What follows belongs to an exercise in optimizing a design on an open flow for a short achievable clock period and few clock cycles; a production flow would make more cautious choices. In this exercise RTL edits were held to simulation tests only and were not proved equivalent to the original. Power and IR drop assume default switching activity.

$ cat design.v
module sigma_codec (
    input  wire        clk,
    input  wire        rst,
    input  wire        start,
    input  wire [31:0] stream_len,
    output wire        busy,
    output reg         done,
    output reg  [1:0]  stop_reason,
    output reg  [31:0] final_cursor,
    output wire        mem_en,
    output wire [31:0] mem_addr,
    input  wire [7:0]  mem_rdata,
    output reg         log_valid,
    input  wire        log_ready,
    output reg  [1:0]  log_kind,
    output reg  [1:0]  log_err,
    output reg  [7:0]  log_tag,
    output reg  [31:0] log_cursor,
    output reg  [31:0] log_consumed,
    output reg  [7:0]  log_safeload,
    output reg  [7:0]  log_channel,
    output reg  [31:0] log_total_len,
    output reg  [7:0]  log_chip,
    output reg  [31:0] log_data_len,
    output reg  [15:0] log_param,
    output reg         dev_req_valid,
    input  wire        dev_req_ready,
    output reg  [7:0]  dev_req_chip,
    output reg  [15:0] dev_req_param,
    output reg  [31:0] dev_req_len,
    input  wire        dev_rsp_valid,
    input  wire [15:0] dev_rsp_len,
    output reg         dev_rd_en,
    output reg  [15:0] dev_rd_addr,
    input  wire [7:0]  dev_rd_data,
    output reg         out_valid,
    input  wire        out_ready,
    output reg  [7:0]  out_data
);
    localparam [7:0] READ_TAG  = 8'h0a;
    localparam [7:0] WRITE_TAG = 8'h09;
    localparam [7:0] RESP_TAG  = 8'h0b;
    localparam [1:0] KIND_READ    = 2'd0;
    localparam [1:0] KIND_WRITE   = 2'd1;
    localparam [1:0] KIND_UNKNOWN = 2'd2;
    localparam [1:0] KIND_ERROR   = 2'd3;
    localparam [1:0] ERR_HDR_SHORT = 2'd2;
    localparam [1:0] ERR_PAY_SHORT = 2'd3;
    localparam [1:0] STOP_END      = 2'd0;
    localparam [1:0] STOP_ERROR    = 2'd1;
    localparam [1:0] STOP_NOPROG   = 2'd2;
    localparam integer PF_N = 8;    
    integer i;
    reg        busy_q;
    reg [31:0] len_q;
    reg        fin;           
    wire       go = start && !busy_q;
    wire       done_next;
    assign busy = busy_q;
    reg        rd_on;
    reg [31:0] raddr;
    reg        a_v;           
    reg [31:0] a_addr;
    reg [16:0] a_lo;          
    reg [15:0] a_h0, a_h1;    
    wire [15:0] a_hi = a_lo[16] ? a_h1 : a_h0;
    wire        a_hz = (a_hi == 16'd0);
    reg        p_v;
    reg [7:0]  p_b;
    reg [31:0] p_addr, p_rem;           
    reg        p_lt12, p_lt14, p_one;   
    assign mem_en   = rd_on;
    assign mem_addr = raddr;
    reg        p_hdr;         
    reg        p_wr;          
    reg [3:0]  pidx;          
    reg [31:0] f_cur, f_rem;  
    reg [7:0]  f_tag, f_sl, f_ch, f_chip, f_par_hi;
    reg [31:0] f_tot, f_dlen;
    reg [31:0] s_tot, s_12, d_tot, d_12;
    reg [16:0] s_tot_lo, s_12_lo, d_tot_lo, d_12_lo;
    wire       k_tot = p_wr || f_ge;    
    wire [31:0] jt   = k_tot ? s_tot : s_12;    
    wire [31:0] nrem = k_tot ? d_tot : d_12;    
    reg        n_zero;
    reg        f_ge, f_noprog, f_q, f_ok2;
    reg        g_hi_gt, g_hi_eq, g_lo_ge;
    reg [31:0] r14;
    reg [1:0]  stop_code;
    reg [31:0] fin_cur;
    reg        lk_v;
    reg [1:0]  lk_kind, lk_err;
    reg [7:0]  lk_tag, lk_sl, lk_ch, lk_chip;
    reg [31:0] lk_cur, lk_cons, lk_tot, lk_dlen;
    reg [15:0] lk_par;
    wire       log_room = !lk_v;
    reg [7:0]  q_chip [0:3];
    reg [31:0] q_dlen [0:3];
    reg [15:0] q_par  [0:3];
    reg        q_q    [0:3];
    reg [2:0]  wq, dq, oq;
    wire [2:0] wq_dq = wq - dq;
    wire [2:0] wq_oq = wq - oq;
    wire       q_room = !wq_dq[2] && !wq_oq[2];
    reg        push;          
    reg [1:0]  r_kind, r_err;
    reg [7:0]  r_tag;
    reg [31:0] r_cons, r_cur;
    reg        q_push;
    reg        flush;         
    reg        jump;          
    reg        stop_now;
    reg [1:0]  stop_val;
    reg [31:0] stop_cur;
    reg        start_hdr;
    reg        t_rd, t_wr;    
    wire [15:0] r_par = {f_par_hi, p_b};
    wire       wr_err = !f_ge || !f_ok2;
    wire [31:0] f_cons = k_tot ? f_tot : 32'd12;
    always @(*) begin
        push       = 1'b0;
        r_kind     = KIND_UNKNOWN;
        r_err      = ERR_HDR_SHORT;
        r_tag      = f_tag;
        r_cons     = f_cons;
        r_cur      = f_cur;
        q_push     = 1'b0;
        flush      = 1'b0;
        jump       = 1'b0;
        stop_now   = 1'b0;
        stop_val   = STOP_END;
        stop_cur   = len_q;
        start_hdr  = 1'b0;
        if (busy_q && !fin && p_v) begin
            if (!p_hdr) begin
                r_tag  = p_b;
                r_cons = 32'd1;
                r_cur  = p_addr;
                if (t_rd || t_wr) begin
                    if (t_rd ? p_lt12 : p_lt14) begin
                        if (log_room) begin
                            push     = 1'b1;
                            r_kind   = KIND_ERROR;
                            r_err    = ERR_HDR_SHORT;
                            stop_now = 1'b1;
                            stop_val = STOP_ERROR;
                            stop_cur = p_addr;
                        end else
                            flush = 1'b1;
                    end else if (log_room && (t_wr || q_room)) begin
                        start_hdr = 1'b1;
                    end else
                        flush = 1'b1;
                end else begin
                    if (log_room) begin
                        push   = 1'b1;
                        r_kind = KIND_UNKNOWN;
                        if (p_one) stop_now = 1'b1;   
                    end else
                        flush = 1'b1;
                end
            end
        end
        if (busy_q && p_hdr) begin
            begin
                if (pidx == (p_wr ? 4'd11 : 4'd9))
                    jump = 1'b1;
                if (!p_wr && pidx == 4'd11) begin
                    push   = 1'b1;
                    r_kind = KIND_READ;
                    q_push = 1'b1;
                    if (f_noprog) begin
                        stop_now = 1'b1;
                        stop_val = STOP_NOPROG;
                        stop_cur = f_cur;
                    end else if (n_zero)
                        stop_now = 1'b1;
                end
                if (p_wr && pidx == 4'd13) begin
                    push   = 1'b1;
                    r_kind = wr_err ? KIND_ERROR : KIND_WRITE;
                    r_err  = ERR_PAY_SHORT;
                    if (wr_err) begin
                        stop_now = 1'b1;
                        stop_val = STOP_ERROR;
                        stop_cur = f_cur;
                    end else if (f_noprog) begin
                        stop_now = 1'b1;
                        stop_val = STOP_NOPROG;
                        stop_cur = f_cur;
                    end else if (n_zero)
                        stop_now = 1'b1;
                end
            end
        end
    end
    always @(posedge clk) begin
        a_addr   <= raddr;
        a_lo     <= {1'b0, len_q[15:0]} - {1'b0, raddr[15:0]};
        a_h0     <= len_q[31:16] - raddr[31:16];
        a_h1     <= len_q[31:16] + ~raddr[31:16];
        p_addr   <= a_addr;
        p_rem    <= {a_hi, a_lo[15:0]};
        p_lt12   <= a_hz && (a_lo[15:0] < 16'd12);
        p_lt14   <= a_hz && (a_lo[15:0] < 16'd14);
        p_one    <= a_hz && (a_lo[15:0] == 16'd1);
        p_b      <= mem_rdata;
        t_rd     <= (mem_rdata == READ_TAG);
        t_wr     <= (mem_rdata == WRITE_TAG);
        g_hi_gt  <= (f_rem[31:16] > f_tot[31:16]);
        g_hi_eq  <= (f_rem[31:16] == f_tot[31:16]);
        g_lo_ge  <= (f_rem[15:0] >= f_tot[15:0]);
        f_ge     <= g_hi_gt || (g_hi_eq && g_lo_ge);
        f_noprog <= (f_tot == 32'd0);
        s_tot_lo <= {1'b0, f_cur[15:0]} + {1'b0, f_tot[15:0]};
        s_12_lo  <= {1'b0, f_cur[15:0]} + 17'd12;
        d_tot_lo <= {1'b0, f_rem[15:0]} + {1'b0, ~f_tot[15:0]} + 17'd1;
        d_12_lo  <= {1'b0, f_rem[15:0]} + 17'h0fff4;
        s_tot    <= {f_cur[31:16] + f_tot[31:16] + {15'd0, s_tot_lo[16]}, s_tot_lo[15:0]};
        s_12     <= {f_cur[31:16] + {15'd0, s_12_lo[16]}, s_12_lo[15:0]};
        d_tot    <= {f_rem[31:16] + ~f_tot[31:16] + {15'd0, d_tot_lo[16]}, d_tot_lo[15:0]};
        d_12     <= {f_rem[31:16] + 16'hffff + {15'd0, d_12_lo[16]}, d_12_lo[15:0]};
        n_zero   <= (nrem == 32'd0);
        f_q      <= (f_dlen == 32'd4);
        r14      <= f_rem - 32'd14;
        f_ok2    <= (f_dlen <= r14);
    end
    reg        d_wait;        
    reg [15:0] rd_cnt;        
    reg        rd_v;          
    reg [7:0]  pf_mem [0:PF_N-1];
    reg [2:0]  pf_wp, pf_rp;
    reg [3:0]  pf_cnt;
    reg [15:0] pl_mem [0:1];  
    reg        pl_wp, pl_rp;
    reg [1:0]  pl_cnt;
    reg        o_act;
    reg [3:0]  o_h;           
    reg        o_in_hdr;      
    reg        o_at_len;      
    reg        o_h1;          
    reg [15:0] o_p;           
    reg        o_pz, o_p1;    
    reg        o_q;
    reg [7:0]  sr [0:13];     
    reg        os_v;          
    reg [7:0]  os_d;
    wire       o_avail  = o_act && (o_in_hdr ? (!o_at_len || pl_cnt != 2'd0) : (pf_cnt != 4'd0));
    wire       o_send   = !os_v && o_avail;
    wire [15:0] pl_head = pl_mem[pl_rp];
    wire [16:0] o_tot   = {1'b0, pl_head} + 17'd13 + {16'd0, o_q};
    wire [7:0] o_byte   = !o_in_hdr ? pf_mem[pf_rp] :
                          o_at_len  ? {7'd0, o_tot[16]} : sr[0];
    wire       o_pop    = o_send && !o_in_hdr;
    wire       o_last   = o_in_hdr ? (o_h1 && o_pz) : o_p1;
    wire       o_load   = (wq != oq) && (!o_act || (o_send && o_last));
    wire       o_take   = o_send && o_at_len;    
    wire [1:0] oqi      = oq[1:0];
    wire       d_ans     = d_wait && dev_rsp_valid;
    wire [15:0] rd_cnt_n = d_ans ? dev_rsp_len : (rd_cnt - {15'd0, dev_rd_en});
    wire       pf_fits   = ({1'b0, pf_cnt} + {4'd0, rd_v} + {4'd0, dev_rd_en}) < PF_N;
    wire       rd_last   = (rd_cnt == 16'd0) || (rd_cnt == 16'd1 && dev_rd_en);
    wire       d_idle    = !dev_req_valid && !d_wait && rd_last &&
                           (pl_cnt != 2'd2);
    wire       d_byp     = (wq == dq) && q_push;       
    wire       d_req     = d_idle && ((wq != dq) || q_push);
    wire [1:0] dqi       = dq[1:0];
    wire quiet = fin && wq == dq && wq == oq && !dev_req_valid && !d_wait &&
                 rd_cnt == 16'd0 && !dev_rd_en && !rd_v && pf_cnt == 4'd0 &&
                 pl_cnt == 2'd0 && !o_act && !os_v && !lk_v;
    assign done_next = busy_q && quiet && (!out_valid || out_ready) &&
                       (!log_valid || log_ready);
    always @(posedge clk) begin
        if (rst) begin
            busy_q        <= 1'b0;
            done          <= 1'b0;
            stop_reason   <= STOP_END;
            final_cursor  <= 32'd0;
            len_q         <= 32'd0;
            fin           <= 1'b1;
            stop_code     <= STOP_END;
            fin_cur       <= 32'd0;
            rd_on         <= 1'b0;
            raddr         <= 32'd0;
            a_v           <= 1'b0;
            p_v           <= 1'b0;
            p_hdr         <= 1'b0;
            p_wr          <= 1'b0;
            pidx          <= 4'd0;
            log_valid     <= 1'b0;
            log_kind      <= KIND_READ;
            log_err       <= 2'd0;
            log_tag       <= 8'd0;
            log_cursor    <= 32'd0;
            log_consumed  <= 32'd0;
            log_safeload  <= 8'd0;
            log_channel   <= 8'd0;
            log_total_len <= 32'd0;
            log_chip      <= 8'd0;
            log_data_len  <= 32'd0;
            log_param     <= 16'd0;
            dev_req_chip  <= 8'd0;
            dev_req_param <= 16'd0;
            dev_req_len   <= 32'd0;
            out_data      <= 8'd0;
            lk_v          <= 1'b0;
            wq            <= 3'd0;
            dq            <= 3'd0;
            oq            <= 3'd0;
            dev_req_valid <= 1'b0;
            d_wait        <= 1'b0;
            rd_cnt        <= 16'd0;
            dev_rd_en     <= 1'b0;
            dev_rd_addr   <= 16'd0;
            rd_v          <= 1'b0;
            pf_wp         <= 3'd0;
            pf_rp         <= 3'd0;
            pf_cnt        <= 4'd0;
            pl_wp         <= 1'b0;
            pl_rp         <= 1'b0;
            pl_cnt        <= 2'd0;
            o_act         <= 1'b0;
            o_h           <= 4'd0;
            o_in_hdr      <= 1'b0;
            o_at_len      <= 1'b0;
            o_h1          <= 1'b0;
            os_v          <= 1'b0;
            out_valid     <= 1'b0;
        end else begin
            done <= done_next;
            if (done_next) begin
                busy_q       <= 1'b0;
                stop_reason  <= stop_code;
                final_cursor <= fin_cur;
            end
            if (go) begin
                busy_q    <= 1'b1;
                len_q     <= stream_len;
                fin       <= (stream_len == 32'd0);
                stop_code <= STOP_END;
                fin_cur   <= 32'd0;
                rd_on     <= (stream_len != 32'd0);
                raddr     <= 32'd0;
                a_v       <= 1'b0;
                p_v       <= 1'b0;
                p_hdr     <= 1'b0;
            end else begin
                if (flush)
                    raddr <= p_addr;
                else if (jump)
                    raddr <= jt;
                else
                    raddr <= raddr + 32'd1;
                a_v    <= rd_on && !flush;
                p_v    <= a_v && !flush;
                if (stop_now) begin
                    fin       <= 1'b1;
                    rd_on     <= 1'b0;
                    stop_code <= stop_val;
                    fin_cur   <= stop_cur;
                end
                if (start_hdr) begin
                    p_hdr  <= 1'b1;
                    p_wr   <= t_wr;
                    pidx   <= 4'd1;
                    f_tag  <= p_b;
                    f_cur  <= p_addr;
                    f_rem  <= p_rem;
                end else if (p_hdr) begin
                    pidx <= pidx + 4'd1;
                    if (push)
                        p_hdr <= 1'b0;
                    if (p_wr) begin
                        if (pidx == 4'd1) f_sl <= p_b;
                        if (pidx == 4'd2) f_ch <= p_b;
                        if (pidx >= 4'd3 && pidx <= 4'd6) f_tot <= {f_tot[23:0], p_b};
                        if (pidx == 4'd7) f_chip <= p_b;
                        if (pidx >= 4'd8 && pidx <= 4'd11) f_dlen <= {f_dlen[23:0], p_b};
                        if (pidx == 4'd12) f_par_hi <= p_b;
                    end else begin
                        if (pidx >= 4'd1 && pidx <= 4'd4) f_tot <= {f_tot[23:0], p_b};
                        if (pidx == 4'd5) f_chip <= p_b;
                        if (pidx >= 4'd6 && pidx <= 4'd9) f_dlen <= {f_dlen[23:0], p_b};
                        if (pidx == 4'd10) f_par_hi <= p_b;
                    end
                end
            end
            if (!log_valid || log_ready) begin
                if (lk_v) begin
                    log_valid     <= 1'b1;
                    log_kind      <= lk_kind;
                    log_err       <= lk_err;
                    log_tag       <= lk_tag;
                    log_cursor    <= lk_cur;
                    log_consumed  <= lk_cons;
                    log_safeload  <= lk_sl;
                    log_channel   <= lk_ch;
                    log_total_len <= lk_tot;
                    log_chip      <= lk_chip;
                    log_data_len  <= lk_dlen;
                    log_param     <= lk_par;
                    lk_v          <= 1'b0;
                end else if (push) begin
                    log_valid     <= 1'b1;
                    log_kind      <= r_kind;
                    log_err       <= r_err;
                    log_tag       <= r_tag;
                    log_cursor    <= r_cur;
                    log_consumed  <= r_cons;
                    log_safeload  <= f_sl;
                    log_channel   <= f_ch;
                    log_total_len <= f_tot;
                    log_chip      <= f_chip;
                    log_data_len  <= f_dlen;
                    log_param     <= r_par;
                end else
                    log_valid <= 1'b0;
            end else if (push) begin
                lk_v    <= 1'b1;
                lk_kind <= r_kind;
                lk_err  <= r_err;
                lk_tag  <= r_tag;
                lk_cur  <= r_cur;
                lk_cons <= r_cons;
                lk_sl   <= f_sl;
                lk_ch   <= f_ch;
                lk_tot  <= f_tot;
                lk_chip <= f_chip;
                lk_dlen <= f_dlen;
                lk_par  <= r_par;
            end
            if (q_push) begin
                q_chip[wq[1:0]] <= f_chip;
                q_dlen[wq[1:0]] <= f_dlen;
                q_par[wq[1:0]]  <= r_par;
                q_q[wq[1:0]]    <= f_q;
                wq              <= wq + 3'd1;
            end
            if (d_req) begin
                dev_req_valid <= 1'b1;
                dq            <= dq + 3'd1;
                if (d_byp) begin
                    dev_req_chip  <= f_chip;
                    dev_req_len   <= f_dlen;
                    dev_req_param <= r_par;
                end else begin
                    dev_req_chip  <= q_chip[dqi];
                    dev_req_len   <= q_dlen[dqi];
                    dev_req_param <= q_par[dqi];
                end
            end else if (dev_req_valid && dev_req_ready) begin
                dev_req_valid <= 1'b0;
                d_wait        <= 1'b1;
            end
            if (d_ans)
                d_wait <= 1'b0;
            rd_cnt      <= rd_cnt_n;
            dev_rd_en   <= (rd_cnt_n != 16'd0) && pf_fits;
            dev_rd_addr <= d_ans ? 16'd0 : dev_rd_addr + {15'd0, dev_rd_en};
            rd_v        <= dev_rd_en;
            if (d_ans) begin
                pl_mem[pl_wp] <= dev_rsp_len;
                pl_wp         <= ~pl_wp;
            end
            if (o_take)
                pl_rp <= ~pl_rp;
            pl_cnt <= pl_cnt + {1'b0, d_ans} - {1'b0, o_take};
            if (rd_v) begin
                pf_mem[pf_wp] <= dev_rd_data;
                pf_wp         <= pf_wp + 3'd1;
            end
            if (o_pop)
                pf_rp <= pf_rp + 3'd1;
            pf_cnt <= pf_cnt + {3'd0, rd_v} - {3'd0, o_pop};
            if (o_load) begin
                oq     <= oq + 3'd1;
                o_act  <= 1'b1;
                o_h      <= 4'd14;
                o_in_hdr <= 1'b1;
                o_at_len <= 1'b0;
                o_h1     <= 1'b0;
                o_q    <= q_q[oqi];
                sr[0]  <= RESP_TAG;
                sr[1]  <= 8'h00;
                sr[2]  <= 8'h00;
                sr[3]  <= 8'h00;
                sr[4]  <= 8'h00;
                sr[5]  <= q_chip[oqi];
                sr[6]  <= q_dlen[oqi][31:24];
                sr[7]  <= q_dlen[oqi][23:16];
                sr[8]  <= q_dlen[oqi][15:8];
                sr[9]  <= q_dlen[oqi][7:0];
                sr[10] <= q_par[oqi][15:8];
                sr[11] <= q_par[oqi][7:0];
                sr[12] <= 8'h00;
                sr[13] <= 8'h00;
            end else if (o_send) begin
                if (o_last)
                    o_act <= 1'b0;
                if (o_in_hdr) begin
                    o_h      <= o_h - 4'd1;
                    o_in_hdr <= (o_h != 4'd1);
                    o_at_len <= (o_h == 4'd13);
                    o_h1     <= (o_h == 4'd2);
                    for (i = 0; i < 13; i = i + 1)
                        sr[i] <= sr[i+1];
                    sr[13] <= 8'h00;
                    if (o_at_len) begin
                        sr[0] <= o_tot[15:8];
                        sr[1] <= o_tot[7:0];
                        o_p   <= pl_head;
                        o_pz  <= (pl_head == 16'd0);
                        o_p1  <= (pl_head == 16'd1);
                    end
                end else begin
                    o_p  <= o_p - 16'd1;
                    o_pz <= o_p1;
                    o_p1 <= (o_p == 16'd2);
                end
            end
            if (!out_valid || out_ready) begin
                if (os_v) begin
                    out_valid <= 1'b1;
                    out_data  <= os_d;
                    os_v      <= 1'b0;
                end else if (o_send) begin
                    out_valid <= 1'b1;
                    out_data  <= o_byte;
                end else
                    out_valid <= 1'b0;
            end else if (o_send) begin
                os_v <= 1'b1;
                os_d <= o_byte;
            end
        end
    end
endmodule
$ cat run.sh
#!/bin/bash
# synth_recipe.tcl (not shown) runs the flow's synth.tcl, then flattens the netlist and writes it again
# the make line also repeats each setting of config.mk as NAME=value (left out here)
make -C /OpenROAD-flow-scripts/flow DESIGN_CONFIG=/design/flow/config.mk WORK_HOME=/design/flow/orfs CLKGATE_MAP_FILE= SYNTH_SCRIPT=/design/flow/synth_recipe.tcl finish
$ cat config.mk
export PLATFORM = sky130hd
export DESIGN_NAME = sigma_codec
export DESIGN_NICKNAME = sigma_codec
export VERILOG_FILES = /design/flow/design.v
export SDC_FILE = /design/flow/constraint.sdc
export NUM_CORES = 4
export LEC_CHECK = 0
export CAP_MARGIN = 20
export CORE_MARGIN = 2
export CORE_UTILIZATION = 70
export CTS_CLUSTER_DIAMETER = 60
export CTS_CLUSTER_SIZE = 25
export SETUP_SLACK_MARGIN = 5
export SLEW_MARGIN = 20
$ cat constraint.sdc
create_clock -name core_clock -period 8.0 [get_ports {clk}]
set_input_delay 1.6000 -clock core_clock [delete_from_list [all_inputs] [get_ports {clk}]]
set_output_delay 1.6000 -clock core_clock [all_outputs]
set_load 0.01 [all_outputs]
==> run summary <==
[timing repair]
| item | in CTS | in global routing |
|---|---|---|
| endpoints found under the hold margin | 0 | 0 |
| endpoints found under the setup margin | 1268 | 743 |
| cloned | 8 | 4 |
| buffers inserted | 28 | 14 |
| gates resized for setup | 666 | 90 |
| pin swaps | 11 | 7 |
[synth_stat cells (172+ instances only)]
library cell | n | area (sq um)
nor2_1 | 413 | 1550
mux2i_1 | 275 | 2753
o21ai_0 | 188 | 940.9
clkbuf_1 | 220 | 825.8
a21oi_1 | 255 | 1276
dfxtp_1 | 860 | 17220
inv_1 | 194 | 728.2
nand2_1 | 720 | 2703
ha_1 | 172 | 2152
xnor2_1 | 186 | 1629
edfxtp_1 | 794 | 23840
a211oi_1 | 188 | 1411
[metrics by stage]
step	std cells	cell area, sq um	power [uW]
detailed placement	7074	72350	10920
global placement	7073	72340	10870
global route	7323	76990	17190
finish	7323	76990	16750
CTS	7305	76710	16720
floorplan	5638	67420	10450
[worst max-delay path by stage]
stage	slack, ps	from	end	cells past startpoint
after CTS	4930	rd_cnt[7]$_SDFF_PP0_	dev_req_len[27]$_SDFFE_PP0P_	8
after floorplan	1300	rst	lk_ch[0]$_DFFE_PP_	4
final	4950	rst	q_dlen[0][1]$_DFFE_PP_	4
after global routing	4890	rst	q_dlen[2][30]$_DFFE_PP_	4
after detailed placement	3500	start	f_sl[1]$_DFFE_PP_	6
after global placement	3690	start	f_sl[2]$_DFFE_PP_	6
[routing by layer]
metal	vias to the layer above	track usage, %	wire length, um
met3	498	6.182	16920
met2	2517	61.12	90570
met5	-	0	37
met4	6	19.00	11100
met1	23040	49.30	70550
li1	20920	-	-
[state kept, by name, summed over array words and instances (netlist names), 64 cells and up, named ones only]
register	flops
pf_mem	64
q_dlen	128
q_par	64
sr	96
[power breakdown]
part	switching [uW]	internal (uW)
clock	3190	2770
sequential	197	9130
combinational	873	587
[layout make-up]
cell class	count	share of cell area, %
sequential	1654	53.67
multi-input combinational	3490	31.88
timing repair buffer	524	6.629
clock buffer	127	3.699
tap	1265	2.056
clock inverter	68	1.097
inverter	195	0.9703
[cell families (layout without fill, tap and decap cells)]
group | after synthesis | count (layout) | synth area share [%]
xor+xnor | 279 | 279 | 3.636
fa+ha+maj | 182 | 182 | 3.501
flops | 1654 | 1654 | 61.10
buf+inv | 497 | 914 | 2.964
mux | 425 | 425 | 8.772
simple gates | 1721 | 1724 | 11.68
compound gates | 880 | 880 | 8.340
[critical path: stages]
cell	delay (ps)
buf_8	240
buf_6	370
nor2_2	240
and2_4	780
==> impl_metrics.env <==
export IMPL_max_freq_mhz=327.5
export IMPL_ios=404
export IMPL_multi_input_area_sq_mm=0.02454
export IMPL_slew_viol_final=0
export IMPL_grt_pass1_wl_mm=277.8
export IMPL_finalWirelength_mm=189.2
export IMPL_synth_distinct_cells=87
export IMPL_worst_slew_pin_slew_ps=1093
export IMPL_final_hold_viol_count=0
export IMPL_die_area_sq_mm=0.09849
export IMPL_final_cell_mix="edfxtp_1, dfxtp_1, nand2_1"
export IMPL_fin_nets=6221
export IMPL_drt_pass1_iter_count=6
export IMPL_fillers=5620
export IMPL_r2r_start="wq[0]$_SDFFE_PP0P_"
export IMPL_overflow=0
export IMPL_die_x_um=313.8
export IMPL_drive_gt1_share_pct=11.57
export IMPL_htreeDepth=3
export IMPL_drtIter0Drc=5701
export IMPL_finalSetupViolations=0
export IMPL_place_congestion=0.9654
export IMPL_yosysSeqAreaShare_pct=61.10
export IMPL_vias=46980
export IMPL_path_clk_slew_ps=90
export IMPL_clk_latency_ps=720
export IMPL_min_from="s_12_lo[15]$_DFF_P_"
export IMPL_hold_ws_ps=315.5
export IMPL_finalClockSkew_ps=25.73
export IMPL_rows=113
export IMPL_cp_end_kind="register"
export IMPL_synth_ff_type="dfxtp_1"
export IMPL_ys_seq_elements=1654
export IMPL_fin_tns_setup_ps=0
export IMPL_worstSetupPathType="in2reg"
export IMPL_rsz0062_at_grt="true"
export IMPL_ir_drop_uv=209.2
export IMPL_drc_errors=0
export IMPL_cp_start_kind="primary input"
export IMPL_rr_endpoint="dev_req_len[7]$_SDFFE_PP0P_"
export IMPL_yosysWarnings=2
export IMPL_numPortBuffers=403
export IMPL_grt_max_degree=111
export IMPL_crit_fanout=84
export IMPL_cts_tree="built"
export IMPL_min_path_type="reg2reg"
export IMPL_worstHoldEndpoint="s_12[15]$_DFF_P_"
export IMPL_ff_latch_area_sq_mm=0.04132
export IMPL_reg2reg_slack_ps=5080
export IMPL_via_per_inst=6.416
export IMPL_die_h_um=313.8
export IMPL_grt_pass1_vias=45200
export IMPL_cts_buffer_depth=3
export IMPL_powerDensity_mw_per_mm2=217.5
export IMPL_synth_edff_count=794
export IMPL_cts_sinks=1654
export IMPL_antenna_left=0
export IMPL_netlist_area_sq_mm=0.06720
export IMPL_maxCapViolCount=0
export IMPL_syn_nets=5891
export IMPL_power_leakage_uw=0.02810
export IMPL_coreArea_sq_mm=0.09501
export IMPL_status="complete, no violations"
export IMPL_synthCells=5638
export IMPL_place_ws_ps=3505
export IMPL_grt_use_total_pct=37.58
export IMPL_cts_made_buffers=103
export IMPL_syn_to_final_growth_pct=14.57
export IMPL_final_util_pct=81.03
export IMPL_slew_headroom_pct=27.16
export IMPL_worstPathArrival_ps=3380
export IMPL_final_common_cell="edfxtp_1"
export IMPL_async_flop_share_pct=0
export IMPL_syn_area_per_cell_sq_um=11.92
export IMPL_worstHoldPathCells=0
export IMPL_root_buffer="clkbuf_16"
export IMPL_insertedDiodeCount=0
export IMPL_fin_crit_sh_pct=38.17
export IMPL_r2r_cells=7
export IMPL_wl_per_cell_um=25.83
export IMPL_initial_utilization_pct=70.73
export IMPL_final_setup_worst_slack_ps=4946
export IMPL_cts_hold_buf=0
export IMPL_cp_required_ps=8330
export IMPL_period_needed_ps=3054
export IMPL_antenna_found_initial=3
export IMPL_dp_hpwl_mm=125.2
Testbench counts, summed over its fixed seeds: cycles 30,175.

## separate check: timing with driven ports
No port has a modelled driver above. Below, the same layout with a new extraction and two added sets of constraints. Step 1 (the two cells are an assumption about what drives the block):
set clk [get_ports {clk}]
set_driving_cell -lib_cell sky130_fd_sc_hd__clkbuf_16 $clk
set_driving_cell -lib_cell sky130_fd_sc_hd__buf_2 [delete_from_list [all_inputs] $clk]
Step 2 adds t to the input delays and takes it off the output delays; t is the mean of the earliest and latest rising clock arrival at the registers after step 1. Input paths then give back, and output paths get back, about the clock's delay inside the block. Slacks: ideal ports / drivers / drivers and shift; pairs: ideal ports / drivers.
t, ns: 0.783
setup slack, ns: 4.946 / 4.944 / 4.196
worst setup path at the end: input to register
latest minus earliest clock arrival (ns): 0.028 / 0.028
cell pins on the clock port's net: 1
After both steps setup and hold are still met in this run. For this run, drivers alone change the setup slack by -0.002 ns; drivers and shift together by -0.750 ns.
